This design comes from an exercise in tuning for small area, a short achievable clock period and few clock cycles on the open sky130 flow, not from production work.
Function was checked by simulation only, so behaviour that the tests miss may differ from the original.
No activity file was given, so power comes from the tool's default toggle rates.

## th_core
module th_core (
    input  wire        clk,
    input  wire        rst,           
    input  wire        run_start,
    input  wire [31:0] run_budget,    
    output wire        busy,
    output reg         done,
    output wire [31:0] consumed,
    output reg         refused,
    input  wire        host_wr,
    input  wire [4:0]  host_idx,
    input  wire [15:0] host_wdata,
    input  wire        di_req,
    input  wire [1:0]  irq_line,      
    output wire [31:0] pc_o,
    output wire [31:0] st_o,
    output wire        intout,
    output wire        mem_req,
    output wire        mem_we,
    output wire [27:0] mem_addr,
    output wire [15:0] mem_wdata,
    input  wire        mem_ready,
    input  wire [15:0] mem_rdata
);
Size: about 1300 flip-flops, roughly 220 I/O pins, ~0.060 mm2 of cells after synthesis.
export LEC_CHECK = 0
export CAP_MARGIN = 20
export CORE_MARGIN = 2
export CORE_UTILIZATION = 40
export CTS_BUF_LIST = sky130_fd_sc_hd__clkbuf_8
export SLEW_MARGIN = 20
export TNS_END_PERCENT = 0
create_clock -name core_clock -period 12.0 [get_ports {clk}]
standard.sh (not shown) runs the stock make flow with config.mk's settings and CLKGATE_MAP_FILE= SYNTH_SCRIPT=/design/flow/synth_recipe.tcl, a recipe that flattens the netlist after the stock synthesis.
==> flow/flow/run.sh <==
#!/bin/bash
set -euo pipefail
bash standard.sh SETUP_SLACK_MARGIN=8 finish > orfs_make.log 2>&1
Testbench counts at the start, summed over its fixed seeds: cycles 182,188.
Next try:
==> flow/flow/run.sh (replaced) <==
#!/bin/bash
set -euo pipefail
bash standard.sh SETUP_SLACK_MARGIN=9 finish > orfs_make.log 2>&1
TNS_END_PERCENT = 2   (was 0)
Result:
- The new run went through all stages and came out clean
- die area stays the same
- first-iteration DRC count went up by 19%
- setup slack improves by 110 ps
- fmax grows by 2.3%
- global-route usage came out higher by 0.31 points
- register-to-register slack gains 230 ps
- via count rose by 4.8%
- final area rises by 5.7%
- wire length goes up by 6.7%
- clock skew fell by 12 ps
- sequential cell count does not change
Next try:
==> flow/flow/run.sh (replaced) <==
#!/bin/bash
set -euo pipefail
bash standard.sh SETUP_SLACK_MARGIN=8 "BUFFER_PORTS_ARGS=-buffer_cell sky130_fd_sc_hd__buf_4" finish > orfs_make.log 2>&1
CTS_BUF_LIST = not set   (was sky130_fd_sc_hd__clkbuf_8)
TNS_END_PERCENT = 5   (was 2)
Result:
- flip-flop and latch count stays the same
- fmax fell by 0.49%
- cell area drops by 0.81%
- clock-buffer cell count goes down by 39
- clock skew fell by 8.3 ps
- setup slack got worse by 25 ps
- routed wire length is lower by 2.3%
Next try:
==> flow/flow/run.sh (replaced) <==
#!/bin/bash
set -euo pipefail
bash standard.sh SETUP_SLACK_MARGIN=8 finish > orfs_make.log 2>&1
CTS_BUF_LIST = sky130_fd_sc_hd__clkbuf_8   (was not set)
TNS_END_PERCENT = 2   (was 5)
Outcome:
- The changed run finished clean
- cell area fell by 2.2%
- first-iteration DRC count fell by 7.2%
- synthesized area does not change
- worst setup slack gets better by 22 ps
- sequential cell count does not change
- clock-buffer cell count rose by 35
- cell count rose by 0.92%
Next try:
CTS_BUF_LIST = not set   (was sky130_fd_sc_hd__clkbuf_8)
TNS_END_PERCENT = 5   (was 2)
Hold slack improved by 3.6 ps.
Power goes up by a few percent.
Die area is unchanged.

## build 27
th_core again, from the RTL that the note above started with.
export LEC_CHECK = 0
export CAP_MARGIN = 20
export CORE_MARGIN = 2
export CORE_UTILIZATION = 40
export CTS_BUF_LIST = sky130_fd_sc_hd__clkbuf_8
export SLEW_MARGIN = 20
export TNS_END_PERCENT = 5
create_clock -name core_clock -period 12.0 [get_ports {clk}]
==> flow/flow/run.sh <==
#!/bin/bash
set -euo pipefail
bash standard.sh SETUP_SLACK_MARGIN=10 finish > orfs_make.log 2>&1
The final layout from build 27, which completed every stage, passed the timing, DRC and antenna checks at the end of the flow.
Testbench counts of build 27, summed over its fixed seeds: cycles 182,188.
Inputs modified between build 27 and build 71:
- an added CTS_CLUSTER_SIZE of 30
- a deleted CTS_BUF_LIST that had been sky130_fd_sc_hd__clkbuf_8
- a change of TNS_END_PERCENT from 5 to 2
==> flow/flow/run.sh <==
#!/bin/bash
set -euo pipefail
bash standard.sh SETUP_SLACK_MARGIN=8 finish > orfs_make.log 2>&1
[summary]
- Relative to build 27, the number of antenna violations at the first check in global routing of build 71 is lower by 2.
- Build 71 reports a lower smallest setup slack after layout than build 27 does.
- Build 71 vs. build 27: die area was more or less identical; routed wire length went down by 3800 microns; depth of the critical timing path with buffers and inverters included went up by 17.
Input changes introduced in build 65 (baseline for comparison: build 71):
- TNS_END_PERCENT changed from 2 to 5
- CTS_CLUSTER_SIZE removed (was 30)
- CTS_BUF_LIST newly set to sky130_fd_sc_hd__clkbuf_8
--- outcome ---
Build 65 was carried through to the last stage, and its layout satisfied the timing, DRC and antenna checks.
The largest incremental delay on the critical path in build 65 sits 0.46 ns above the value recorded for build 71.
Delta (build 65 minus build 71): number of combinational gates with multiple inputs has remained practically unchanged; final number of setup-violating endpoints has remained practically unchanged; time the final worst path needs with I/O delays and setup has decreased.
Compared with build 71, build 65 shows a design area that is about 0.64% lower.
Diff build 71 -> build 65: half-perimeter wire length after placement picked up an extra 0.31%; hold slack shows no meaningful change.
Looking at via count, build 65 sits 286 above build 71.
Summary of build 65 over build 71: peak clock frequency supported by timing increased by 1.4% relative to the old numbers, flip-flop and latch share of the layout cell area climbed 0.32 points.

[separate check: timing with driven ports]
Ports are ideal in the flow. The routed layouts listed here were re-timed in OpenROAD.
Step 1 assumes that a clkbuf_16 drives the clock port and a buf_2 every other input.
Step 2 also shifts input and output timing later by t, the mid clock arrival at the registers, as if the neighbouring blocks saw the same clock.
Three values: ideal, step 1, step 2; two values: the first two.
run | t, ns | setup WS [ns] | worst setup path after step 2
the first run of note 1 | 1.054 | 6.952 / 6.904 / 5.850 | input to register
the second run of note 1 | 1.050 | 7.064 / 6.981 / 6.091 | input to register
the third run of note 1 | 0.863 | 7.039 / 7.064 / 6.201 | input to register
the fourth run of note 1 | 1.023 | 7.061 / 6.984 / 6.104 | input to register
the fifth run of note 1 | 0.893 | 6.951 / 6.863 / 6.043 | input to register
build 27 | 1.039 | 7.115 / 7.039 / 6.047 | input to register
build 71 | 0.863 | 7.018 / 6.961 / 6.098 | input to register
build 65 | 1.056 | 7.085 / 6.998 / 6.032 | input to register
After both steps setup and hold are still met in every run listed. The setup slack of the first run of note 1, which loses most, moves by -0.048 ns with the drivers and by -1.102 ns with both steps.
